This is an optimization exercise on Yosys and OpenROAD, whose aim is small area, a short achievable clock period and few clock cycles, not a production implementation. No functional check of the RTL was part of any run shown here. No activity file was given, so power comes from the tool's default toggle rates.

$ cat flow/config.mk
export PLATFORM = sky130hd
export DESIGN_NAME = codec_core
export DESIGN_NICKNAME = codec_core
export VERILOG_FILES = /design/flow/design.v
export SDC_FILE = /design/flow/constraint.sdc
export NUM_CORES = 4
export LEC_CHECK = 0
export CAP_MARGIN = 20
export CORE_MARGIN = 2
export CORE_UTILIZATION = 40
export SLEW_MARGIN = 20
$ cat flow/constraint.sdc
create_clock -name core_clock -period 5.0 [get_ports {clk}]
set_input_delay 1.0000 -clock core_clock [delete_from_list [all_inputs] [get_ports {clk}]]
set_output_delay 1.0000 -clock core_clock [all_outputs]
set_load 0.01 [all_outputs]
$ cat flow/design.v
module codec_core (
    input             clk,
    input             rst,
    input             cmd_valid,
    output            cmd_ready,
    input      [7:0]  cmd_opc,
    input      [4:0]  cmd_width,
    input      [15:0] cmd_len,
    input      [15:0] cmd_count,
    input             in_valid,
    output            in_ready,
    input      [15:0] in_data,
    output            out_valid,
    input             out_ready,
    output     [15:0] out_data,
    output            done,
    output            err,
    output     [3:0]  err_code,
    output     [15:0] err_info
);
    reg        busy;       
    reg        fin;        
    reg        fresh;      
    reg        skip;       
    reg [1:0]  fam;        
    reg        dir;        
    reg [4:0]  w;          
    reg [3:0]  p;          
    reg [15:0] in_left;    
    reg [15:0] cnt;        
    reg [15:0] idx;        
    reg [15:0] W0;         
    reg        ld;         
    reg        tl;         
    reg        err_r;
    reg        c_w;        
    reg        c_r;        
    reg        ov;
    reg [15:0] od;
    reg        done_r;
    wire is_rle = ~fam[1] & ~fam[0];
    wire is_q   = fam[0];
    wire is_bp  = fam[1];
    wire enc = is_rle & ~dir;
    wire dec = is_rle &  dir;
    wire qd  = is_q   & ~dir;
    wire qu  = is_q   &  dir;
    wire pk  = is_bp  & ~dir;
    wire up  = is_bp  &  dir;
    wire work = busy & ~fin;
    wire room = ~ov | out_ready;
    wire inz  = in_left == 16'd0;
    wire in1  = in_left == 16'd1;
    wire cntz = cnt == 16'd0;
    wire cnt1 = cnt == 16'd1;
    wire [15:0] mask;
    wire [15:0] gep;
    genvar j;
    generate
        for (j = 0; j < 16; j = j + 1) begin : g_th
            assign mask[j] = w > j;
            assign gep[j]  = p <= j;
        end
    endgenerate
    wire [4:0] sum   = {1'b0, p} + w;
    wire       crs = sum[4];
    wire       need  = sum[4] & (|sum[3:0]);
    wire        right = up | qd;
    wire [3:0]  amt   = right ? p : (4'd0 - p);
    wire [15:0] m2    = up ? {16{~inz}} : qd ? 16'hFFFF : (mask & {16{~tl}});
    wire [15:0] selw  = {16{up}} & gep;
    wire [15:0] flip  = {qd, 5'd0, qu, 9'd0};
    wire [15:0] X     = (selw & W0) | (~selw & ((in_data & m2) ^ flip));
    wire [15:0] r1    = amt[0] ? {X[0],     X[15:1]}  : X;
    wire [15:0] r2    = amt[1] ? {r1[1:0],  r1[15:2]} : r1;
    wire [15:0] r4    = amt[2] ? {r2[3:0],  r2[15:4]} : r2;
    wire [15:0] R     = amt[3] ? {r4[7:0],  r4[15:8]} : r4;
    wire [15:0] bp_out = right ? (R & mask) : ((gep & R) | (~gep & W0));
    wire [15:0] carry  = R & ~gep;
    wire bad = |(in_data & ~mask);
    wire [15:0] ib   = fresh ? {11'd0, w & {5{skip & is_bp}}} : idx;
    wire        run  = |ib[7:0];
    wire        same = (in_data[7:0] == W0[15:8]) & ~(&ib[7:0]);
    wire        err_eff = ~fresh & err_r;
    reg        in_rdy, emit, finish;
    reg [1:0]  esel;       
    wire       take = in_rdy & in_valid;
    always @* begin
        in_rdy = 1'b0;
        emit   = 1'b0;
        finish = 1'b0;
        esel   = 2'd0;
        if (work) begin
            if (skip) begin
                in_rdy = ~inz;
                finish = inz | (in_valid & in1);
            end else if (is_q) begin
                in_rdy = ~inz & room;
                emit   = take;
                finish = inz | (take & in1);
            end else if (pk) begin
                if (tl) begin
                    emit   = room;
                    finish = room;
                end else if (~inz) begin
                    in_rdy = room;
                    emit   = take & (crs | in1);
                    finish = take & in1 & ~need;
                end else
                    finish = 1'b1;
            end else if (up) begin
                if (cntz) begin
                    in_rdy = ~inz;
                    finish = inz | (in_valid & in1);
                end else if (~ld) begin
                    in_rdy = ~inz;
                end else begin
                    in_rdy = room & crs & ~inz;
                    emit   = room & (~crs | inz | in_valid);
                    finish = emit & cnt1 & (inz | (crs & in1));
                end
            end else if (dec) begin
                if (ld) begin
                    if (cntz) begin
                        in_rdy = ~inz;
                        finish = take & in1;
                    end else begin
                        in_rdy = room & ~inz;
                        emit   = take;
                        esel   = 2'd1;
                        finish = take & in1 & cnt1;
                    end
                end else if (~cntz) begin
                    emit   = room;
                    esel   = 2'd2;
                    in_rdy = room & cnt1 & ~inz;
                    finish = room & cnt1 & inz;
                end else begin
                    in_rdy = ~inz;
                    finish = inz;
                end
            end else begin  
                if (tl) begin
                    emit = room;
                    esel = 2'd3;
                end else if (ld) begin
                    emit   = room;
                    esel   = 2'd2;
                    in_rdy = room & ~inz;
                    finish = room & inz & ~run;
                end else if (~inz) begin
                    in_rdy = room;
                    emit   = take & run & ~same;
                    esel   = 2'd3;
                end else if (run) begin
                    emit = room;
                    esel = 2'd3;
                end else
                    finish = 1'b1;
            end
        end
    end
    reg [15:0] emit_d;
    always @* begin
        case (esel)
            2'd0: emit_d = bp_out;
            2'd1: emit_d = {8'd0, in_data[7:0]};
            2'd2: emit_d = {8'd0, W0[7:0]};
            default: emit_d = {8'd0, ib[7:0]};
        endcase
    end
    wire cmd_fire = cmd_valid & ~busy;
    wire e_brk  = enc & ~tl & take & run & ~same;
    wire e_tail = enc & ~tl & ~ld & inz & run & room;
    wire inc = take & ~(skip & is_bp) & ~(~skip & (qu | pk) & (err_eff | bad));
    always @(posedge clk) begin
        if (rst) begin
            busy   <= 1'b0;
            fin    <= 1'b0;
            ov     <= 1'b0;
            done_r <= 1'b0;
        end else begin
            done_r <= fin & room;
            if (fin & room)
                fin <= 1'b0;
            if (emit)
                ov <= 1'b1;
            else if (out_ready)
                ov <= 1'b0;
            if (work & finish) begin
                busy <= 1'b0;
                fin  <= 1'b1;
            end
            if (cmd_fire)
                busy <= 1'b1;
        end
        if (emit)
            od <= emit_d;
        if (cmd_fire) begin
            fam     <= cmd_opc[5:4];
            dir     <= cmd_opc[1];
            w       <= cmd_opc[4] ? 5'd10 : cmd_width;
            p       <= cmd_opc[4] ? 4'd6 : 4'd0;
            in_left <= cmd_len;
            cnt     <= cmd_count & {16{cmd_opc[5]}};
            W0      <= 16'd0;
            ld      <= 1'b0;
            tl      <= 1'b0;
            fresh   <= 1'b1;
            skip    <= (cmd_opc[5] & (cmd_width == 5'd0 || cmd_width > 5'd16)) |
                       (~cmd_opc[5] & ~cmd_opc[4] & cmd_opc[1] & cmd_len[0]);
        end else if (work) begin
            fresh <= 1'b0;
            if (fresh) begin
                err_r <= skip | (take & (qu | pk) & bad);
                c_w   <= skip & is_bp;
                c_r   <= ~skip;
            end else if (take & ~skip & (qu | pk) & bad)
                err_r <= 1'b1;
            if (e_brk)
                idx <= 16'd1;
            else if (e_tail)
                idx <= 16'd0;
            else
                idx <= ib + {15'd0, inc};
            if (take)
                in_left <= in_left - 16'd1;
            if (~skip) begin
                if (pk) begin
                    if (tl) begin
                        if (room) tl <= 1'b0;
                    end else if (take) begin
                        p  <= sum[3:0];
                        W0 <= crs ? carry : bp_out;
                        if (in1 & need) tl <= 1'b1;
                    end
                end else if (up) begin
                    if (~cntz) begin
                        if (~ld) begin
                            if (inz | in_valid) begin
                                W0 <= in_data & {16{~inz}};
                                ld <= 1'b1;
                            end
                        end else if (emit) begin
                            cnt <= cnt - 16'd1;
                            p   <= sum[3:0];
                            if (crs) W0 <= in_data & {16{~inz}};
                        end
                    end
                end else if (dec) begin
                    if (take & ~ld) begin
                        cnt <= {8'd0, in_data[7:0]};
                        ld  <= 1'b1;
                    end else if (emit)
                        cnt <= cnt - 16'd1;
                    if (ld & take)
                        ld <= 1'b0;
                    if (ld & emit)
                        W0[7:0] <= in_data[7:0];
                end else if (enc) begin
                    if (take)
                        W0[15:8] <= in_data[7:0];
                    if (e_brk | e_tail)
                        W0[7:0] <= W0[15:8];
                    if (tl) begin
                        if (room) tl <= 1'b0;
                    end else if (ld) begin
                        if (e_brk) tl <= 1'b1;
                        else if (room) ld <= 1'b0;
                    end else if (e_brk | e_tail)
                        ld <= 1'b1;
                end
            end
        end
    end
    assign cmd_ready = ~busy;
    assign in_ready  = in_rdy;
    assign out_valid = ov;
    assign out_data  = od;
    assign done      = done_r;
    assign err       = err_r;
    assign err_code  = {~c_w & c_r, 1'b0, c_w, ~c_w};
    assign err_info  = idx;
endmodule
$ cat flow/run.sh
#!/bin/bash
# synth_recipe.tcl (not shown) runs the flow's synth.tcl, then flattens the netlist and writes it again
# the make line also repeats each setting of config.mk as NAME=value (left out here)
make -C /OpenROAD-flow-scripts/flow DESIGN_CONFIG=/design/flow/config.mk WORK_HOME=/design/flow/orfs CLKGATE_MAP_FILE= SYNTH_SCRIPT=/design/flow/synth_recipe.tcl finish
==> results of run 1 <==
power by group through the flow:
| stage | clock network, mW | registers (mW) | logic (mW) |
|---|---|---|---|
| 2_1_floorplan | 0 | 1.10 | 0.824 |
| 3_3_place_gp | 0 | 1.13 | 1.26 |
| 3_5_place_dp | 0 | 1.13 | 1.26 |
| 4_1_cts | 0.733 | 1.11 | 1.27 |
| 5_1_grt | 0.761 | 1.13 | 1.40 |
| 6_report | 0.718 | 1.12 | 1.31 |
metrics by stage:
step | utilization | std cells | worst slack (ns)
after floorplan | - | 1213 | 0.847
after global placement | 0.467 | 1586 | 0.651
after detailed placement | 0.467 | 1586 | 0.616
after CTS | 0.479 | 1602 | 0.489
after global routing | 0.479 | 1602 | 0.226
final | 0.479 | 1602 | 0.429
cell type report:
| class | instances | area (µm²) |
|---|---|---|
| sequential | 103 | 2860 |
| clock inverter | 7 | 67.6 |
| timing repair buffer | 159 | 1440 |
| clock buffer | 9 | 225 |
| fill | 2328 | 12100 |
| multi-input combinational | 979 | 6090 |
| tap | 319 | 399 |
| inverter | 26 | 97.6 |
routing by layer:
layer | track usage | part of all wire
met5 | 0 | 0.00040
met4 | 0.107 | 0.041
met3 | 0.0649 | 0.11
met2 | 0.451 | 0.43
met1 | 0.423 | 0.42
critical path, cell delays in order (launching register included):
cell	delay [ns]
edfxtp_1	0.45
inv_1	0.11
ha_1	0.18
or3b_2	0.53
or3b_1	0.48
nor3_2	0.61
o21ai_0	0.33
o21a_1	0.31
mux4_2	0.50
nor2_1	0.10
a21oi_1	0.10
a32oi_1	0.48
nor2_1	0.09
registers in the layout, indices dropped and copies added, names as in the netlist, 2 cells and up:
signal   flops
W0          16
od          16
fam          2
w            5
in_left     16
idx         16
cnt         16
p            4
final timing paths:
kind	end	slack, ns	from	depth (start not counted)
max reg2reg	od[10]	0.43	in_left[0]	12
max	od[10]	0.43	in_left[0]	12
min reg2reg	done_r	0.49	fin	1
min	done_r	0.49	fin	1
cells by family (layout without fill, tap and decap cells):
| logic type | count (synthesis) | count (layout) |
|---|---|---|
| multiplexers | 22 | 22 |
| XOR/XNOR | 56 | 56 |
| adder cells (fa/ha/maj) | 16 | 16 |
| AO/OA/AOI/OAI | 411 | 411 |
| buffers and inverters | 131 | 201 |
| AND/OR/NAND/NOR | 473 | 473 |
| flip-flops | 103 | 103 |
| other | 1 | 1 |
placed cells by master (no fill, tap or decap), types with 6 or more instances in the layout:
master,count
nand4_1,28
a222oi_1,7
a21o_1,11
dfxtp_1,23
a32oi_1,7
nor2_1,122
a22oi_1,12
and3_1,10
nand3_1,48
nor3_1,32
o21a_1,16
xor2_1,38
o21ai_0,89
edfxtp_1,80
clkbuf_16,9
nand2b_1,17
o31ai_1,11
and2_1,8
o21ai_1,15
nand2_1,130
nor4_1,14
a31oi_1,34
o211ai_1,17
a21oi_1,84
a211o_1,6
ha_1,14
a211oi_1,11
xnor2_1,18
a21boi_0,6
inv_1,25
a22o_1,7
mux2i_1,12
clkdlybuf4s50_1,100
nor2b_1,20
buf_4,59
or2_2,10
==> parameters.txt, run 1 <==
Parameter                              Value

Setup path
  Kind of start point of the critical path ... flip-flop
  Kind of end point of the critical path ... flip-flop
  Category of the critical setup timing path ... reg -> reg
  Worst path required time ... 5.10 ns
  Data arrival time of the critical path ... 4.67 ns
  Max Fanout on Critical Path ... 9

GRT
  Number of global-route vias before repair ... 9456
  Total grt overflow ... 0
  Initial antenna violation count ... 1
  Overall routing resource usage ... 0.300
  Largest net degree at the start of global routing ... 46
  Global-route wire length before repair ... 57000 µm

Pwr
  Peak VDD IR ... 0.000182 V
  Share of total power in the clock network ... 0.228
  Reported net switching power ... 1.29 mW
  Sequential group share of total power ... 0.355
  Power density cells ... 281 mW/mm²
  Fraction of power spent switching nets ... 0.410
  Pleak ... 3.85 nW
  Part of the power in combinational logic ... 0.416
  Total power consumption of the routed design ... 3.14 mW
  Internal Power ... 1.86 mW

Floorplan
  Area enclosed by the die boundary ... 0.0249 mm²
  Initial core utilization ... 0.406
  Height of the die ... 158 µm
  Die Wd ... 158 µm
  Area of the core ... 0.0233 mm²
  Top-level port count ... 107
  Site Rows ... 56

Layout
  Net count, final ... 1359
  Fraction of final layout cells with drive strength greater than 1 ... 0.0904
  Number of diodes added for antenna fixing ... 0
  Area grow syn2layout ... 18.2%
  Non-Filler Cell Area, Final ... 0.0112 mm²

Logic synthesis
  Count of unique library cells instantiated by Yosys ... 93
  Multiplexer share of the synthesized area ... 0.0292
  Nets in the synthesized netlist ... 1294
  Ys async rst share ... 0
  Proportion of synthesized chip area in sequential cells ... 0.303
  Count of flip-flops with a built-in enable after synthesis ... 80
  Synthesized-area fraction occupied by adder cells ... 0.0217
  Post-synth design cell area ... 0.00946 mm²
  Cells after synthesis ... 1213
  Share of the synthesized area in the top cell type ... 0.254
  Top cell type by total area after synthesis ... edfxtp_1
  Area share of xor/xnor cells in the synthesized design ... 0.0518
  Number of synthesized register bits ... 103
  Most frequent cell after synthesis ... nand2_1
  Area fraction in compound gates after synthesis ... 0.294
  Synthesized-area fraction occupied by and/or/nand/nor cells ... 0.242
  Main flop type after synthesis ... edfxtp_1
  Dominant combinational cell family by area after synthesis ... compound AO/OA/AOI/OAI gates
  Yosys warning count ... 1
  Top cells by area, synth ... edfxtp_1 (25%), nand2_1 (5.2%), dfxtp_1 (4.9%)
  Most frequent cells after synthesis ... nand2_1 (130), nor2_1 (122), o21ai_0 (89)
  Mean cell area of the mapped netlist ... 7.80 µm²

CTS
  Post-CTS setup buffer count ... 0
  Clock latency on the worst-skew pair ... 0.37 ns
  Cts repair resizes ... 0
  Buffers from clock root to sink, at most ... 2
  Num CTS Buffers ... 9
  Clock Pin Slew Worst Setup and Hold Paths ... 0.08 ns
  Hold Buf Count CTS ... 0
  Number of sinks handled by clock tree synthesis ... 103
  Clock tree from TritonCTS ... done
  Root buffer cell ... clkbuf_16
  # H-tree levels ... 3

Placed design
  Post-DP Area ... 0.0109 mm²
  Number of buffers inserted by port buffering ... 100
  HPWL reported at the end of detailed placement ... 27900 µm
  Final weighted congestion of routability-driven global placement ... 1.03

STA
  RSZ-0062 raised after global routing ... false
  Minimum clock period ... 4.57 ns
  WHS ... 0.493 ns
  Finish-stage setup viols ... 0
  Final-report max-slew violation count ... 0
  Sum of negative setup slack ... 0 ns
  Max Clock Freq ... 219 MHz
  Relative slew slack ... 0.178
  Worst Max-Slew Pin Slew ... 1.23 ns
  Hold violation count in the final report ... 0
  Final setup skew ... 0.0100 ns
  Final clock period utilization by the worst path ... 0.914

Route
  DRC violation total after the first TritonRoute iteration ... 1441
  Average wire length per cell after detail routing ... 23.3 µm
  Post-detailed-routing wire length ... 37300 µm
  Number of vias per cell ... 6.43
  Drt first pass iters ... 8
  DRC violation count after routing ... 0
  Total number of vias ... 10300
  Post-DRT Antenna Nets ... 0

Worst hold path
  Worst hold path type ... reg -> reg

Outcome
  Status ... complete, no violations

Run
  Max capacitance violation total ... 0
==> run 2, diff against run 1 <==
--- a/flow/config.mk
+++ b/flow/config.mk
@@ -8,4 +8,5 @@
 export CAP_MARGIN = 20
 export CORE_MARGIN = 2
 export CORE_UTILIZATION = 40
+export SETUP_SLACK_MARGIN = 2.4
 export SLEW_MARGIN = 20
==> run 2 against run 1 <==
- routed wire length is 16% higher
- synthesized cell count stayed put
- via count rose by 9.6%
- first-iteration DRC count up 16%
- sequential power barely moved
- critical path type unchanged
- critical endpoint is now W0[9]
==> parameters.txt, run 2 <==
Parameter                              Value

CTS
  Clock latency on the worst-skew pair ... 0.37 ns (about the same)
  Clock tree from TritonCTS ... done
  # H-tree levels ... 3 (unchanged)
  Num CTS Buffers ... 9 (unchanged)
  Hold Buf Count CTS ... 0 (unchanged)
  Number of sinks handled by clock tree synthesis ... 103 (unchanged)
  Root buffer cell ... clkbuf_16
  Clock Pin Slew Worst Setup and Hold Paths ... 0.09 ns (about the same)
  Buffers from clock root to sink, at most ... 2 (unchanged)

Pwr
  Pleak ... 5.01 nW (+30%)
  Part of the power in combinational logic ... 0.494 (+0.078)
  Peak VDD IR ... 0.000142 V (-22%)
  Sequential group share of total power ... 0.300 (-0.055)
  Power density cells ... 267 mW/mm² (-4.9%)
  Fraction of power spent switching nets ... 0.422 (+0.0121)
  Share of total power in the clock network ... 0.207 (-0.021)
  Internal Power ... 2.15 mW (+16%)
  Reported net switching power ... 1.57 mW (+22%)

STA
  Finish-stage setup viols ... 0 (unchanged)
  Minimum clock period ... 3.77 ns (-0.805 ns)
  RSZ-0062 raised after global routing ... true
  Post-layout worst setup margin ... 1.23 ns (+0.805 ns)
  Final-report max-slew violation count ... 0 (unchanged)
  Hold violation count in the final report ... 0 (unchanged)
  Relative slew slack ... 0.475 (+0.297)
  Max Clock Freq ... 266 MHz (+21%)
  Worst Max-Slew Pin Slew ... 0.788 ns (-0.442 ns)
  Sum of negative setup slack ... 0 ns (unchanged)
  Final setup skew ... 0.0134 ns (+0.00342 ns)
  Final clock period utilization by the worst path ... 0.753 (-0.161)

Worst hold path
  Hold Path Sink ... done_r
  Worst hold path type ... reg -> reg
  Source of the worst hold timing path ... fin
  Cell count of the worst hold path ... 1 (unchanged)

Logic synthesis
  Synthesized-area fraction occupied by and/or/nand/nor cells ... 0.242 (unchanged)
  Nets in the synthesized netlist ... 1294 (unchanged)
  Multiplexer share of the synthesized area ... 0.0292 (unchanged)
  Number of synthesized register bits ... 103 (unchanged)
  Proportion of synthesized chip area in sequential cells ... 0.303 (unchanged)
  Count of unique library cells instantiated by Yosys ... 93 (unchanged)
  Most frequent cell after synthesis ... nand2_1
  Area share of xor/xnor cells in the synthesized design ... 0.0518 (unchanged)
  Mean cell area of the mapped netlist ... 7.80 µm² (unchanged)
  Top cells by area, synth ... edfxtp_1 (25%), nand2_1 (5.2%), dfxtp_1 (4.9%)
  Area fraction in compound gates after synthesis ... 0.294 (unchanged)
  Cells after synthesis ... 1213 (unchanged)
  Main flop type after synthesis ... edfxtp_1
  Most frequent cells after synthesis ... nand2_1 (130), nor2_1 (122), o21ai_0 (89)
  Yosys warning count ... 1 (unchanged)
  Count of flip-flops with a built-in enable after synthesis ... 80 (unchanged)
  Dominant combinational cell family by area after synthesis ... compound AO/OA/AOI/OAI gates
  Top cell type by total area after synthesis ... edfxtp_1
  Share of the synthesized area in the top cell type ... 0.254 (unchanged)
  Synthesized-area fraction occupied by adder cells ... 0.0217 (unchanged)
  Post-synth design cell area ... 0.00946 mm² (unchanged)
  Ys async rst share ... 0 (unchanged)

Route
  Total number of vias ... 11300 (+9.6%)
  Post-DRT Antenna Nets ... 0 (unchanged)
  Number of vias per cell ... 6.48 (+0.83%)
  DRC violation count after routing ... 0 (unchanged)
  Post-detailed-routing wire length ... 43200 µm (+16%)
  Drt first pass iters ... 8 (unchanged)
  Average wire length per cell after detail routing ... 24.8 µm (+6.6%)
  DRC violation total after the first TritonRoute iteration ... 1678 (+16%)

Setup path
  Max Fanout on Critical Path ... 7 (-2)
  Reg-to-reg critical path startpoint ... in_left[1]
  Data arrival time of the critical path ... 4.08 ns (-0.59 ns)
  Worst reg2reg endpoint ... W0[9]
  Worst path required time ... 5.31 ns (+0.21 ns)
  Most frequent CP cell ... buf_4
  R2R setup slack ... 1.23 ns (+0.81 ns)
  Worst stage delay on the critical path ... 0.44 ns (-0.17 ns)
  Critical-path cell list ... inv_2 -> ha_4 -> or3b_4 -> or3b_4 -> buf_8 -> nor2_4 -> buf_6 -> buf_4 -> a211oi_1 -> a211o_1 -> nand3_2 -> a21boi_4 -> buf_4 -> buf_6 -> a31o_4 -> buf_12 -> buf_4 -> buf_4 -> a21oi_2
  Cell count of the worst reg-to-reg path ... 19 (+7)
  Kind of start point of the critical path ... flip-flop
  Kind of end point of the critical path ... flip-flop
  Category of the critical setup timing path ... reg -> reg
  Library cell contributing the largest single delay on the critical path ... edfxtp_1
  Worst setup path startpoint ... in_left[1]

Layout
  Final core occ ... 0.597 (+0.118)
  Fraction of final layout cells with drive strength greater than 1 ... 0.307 (+0.217)
  Area grow syn2layout ... 47.3%
  Top library cells by usage in the layout, fill and taps aside ... buf_4 (132), nand2_1 (119), nor2_1 (106), clkdlybuf4s50_1 (86), edfxtp_1 (80)
  Number of diodes added for antenna fixing ... 0 (unchanged)
  Net count, final ... 1498 (+10%)
  Commonest non-fill, non-tap cell in the layout ... buf_4

GRT
  Number of global-route vias before repair ... 10500 (+11%)
  Overall routing resource usage ... 0.336 (+0.0359)
  Global-route wire length before repair ... 63300 µm (+11%)
  Initial antenna violation count ... 1 (unchanged)
  Total grt overflow ... 0 (unchanged)
  Largest net degree at the start of global routing ... 47 (+2.2%)

Placed design
  Post-Place Setup Slack ... 0.613 ns (-0.00348 ns)
  HPWL reported at the end of detailed placement ... 27700 µm (-0.44%)
  Number of buffers inserted by port buffering ... 100 (unchanged)
  Final weighted congestion of routability-driven global placement ... 1.00 (-2.6%)

Run
  Max capacitance violation total ... 0 (unchanged)

Floorplan
  Area enclosed by the die boundary ... 0.0249 mm² (unchanged)
  Initial core utilization ... 0.406 (unchanged)
  Site Rows ... 56 (unchanged)
  Height of the die ... 158 µm (unchanged)
  Top-level port count ... 107 (unchanged)
  Die Wd ... 158 µm (unchanged)
  Area of the core ... 0.0233 mm² (unchanged)

Outcome
  Status ... complete, no violations
run 2: cell families (layout without fill, tap and decap cells):
family,after synthesis,after routing
and+or+nand+nor,473,473
AOI/OAI and AO/OA,411,411
buffers and inverters,131,340
DFF,103,103
xor gates and xnor gates,56,56
muxes,22,22
adders and majority gates,16,16
other,1,1
run 2: what timing repair did:
item | CTS | global route
buffers inserted | 108 | 21
pin swaps | 74 | 45
gates cloned | 4 | 1
gates resized for setup | 210 | 113
setup endpoints to repair | 124 | 115
run 2: cell type report:
class                           count  area, µm²
Timing Repair Buffer              298       2850
Inverter                           26       97.6
Clock inverter                      7       90.1
Clock buffer                        9        225
Sequential cell                   103       2860
Multi-Input combinational cell    979       7420
Fill cell                        2032       9390
Tap cell                          319        399
run 2: how the worst max path moves through the flow:
stage,endpoint,slack [ns]
floorplan,p[0],1.44
finish,W0[9],1.23
CTS,od[7],1.38
global placement,cnt[3],0.63
detailed placement,cnt[3],0.61
global route,cnt[14],1.16
run 2: per-layer routing:
metal  track usage  up-vias  part of all wire
met3        0.0914      193              0.12
met4         0.172        0             0.057
met2         0.499      836              0.43
met5             0        -                 0
li1              -     4988                 -
met1         0.446     5267              0.39
run 2: power by group through the flow:
stage	logic (mW)	clock network [mW]	registers [mW]
finish	1.84	0.770	1.12
detailed placement	1.30	0	1.14
global route	1.92	0.803	1.13
CTS	1.62	0.771	1.11
global placement	1.30	0	1.14
floorplan	0.878	0	1.10
run 2: stage by stage:
| stage | cell area, µm² | hold slack [ns] | power, mW | instances |
|---|---|---|---|---|
| 3_5_place_dp | 11200 | 0.481 | 2.44 | 1591 |
| 3_3_place_gp | 11200 | 0.476 | 2.44 | 1591 |
| 6_report | 13900 | 0.496 | 3.73 | 1741 |
| 2_1_floorplan | 9800 | 0.450 | 1.98 | 1213 |
| 4_1_cts | 13300 | 0.497 | 3.50 | 1719 |
| 5_1_grt | 13900 | 0.524 | 3.85 | 1741 |
run 2: critical path: cells and delay by family (launching register included):
family	cells	cell delay, ns
buf+inv	9	1.20
simple gates	4	1.13
compound gates	5	0.80
flops	1	0.44
fa+ha+maj	1	0.13

## what the ideal ports hide
In the flow no input, the clock included, has a driving cell. The finished layouts below were timed again as built, in two steps.
Step 1 sets driving cells, clkbuf_16 on the clock port and buf_2 on the other inputs (assumed; they add their load-dependent delay and slew).
Step 2 adds t to the input delays and takes it off the output delays; t is the mean of the earliest and latest rising clock arrival at the registers after step 1. Input paths then give back, and output paths get back, about the clock's delay inside the block.
a / b / c = no drivers / after step 1 / after step 2; a / b = the first two.
| run | t, ns | setup WS [ns] | clock arrival spread, ns |
|---|---|---|---|
| run 1 | 0.407 | 0.429 / 0.429 / 0.429 | 0.010 / 0.010 |
| run 2 | 0.420 | 1.234 / 1.213 / 1.017 | 0.014 / 0.014 |
After both steps setup and hold are still met in every run listed. For run 2, which loses most, drivers alone change the setup slack by -0.021 ns; drivers and shift together by -0.217 ns.
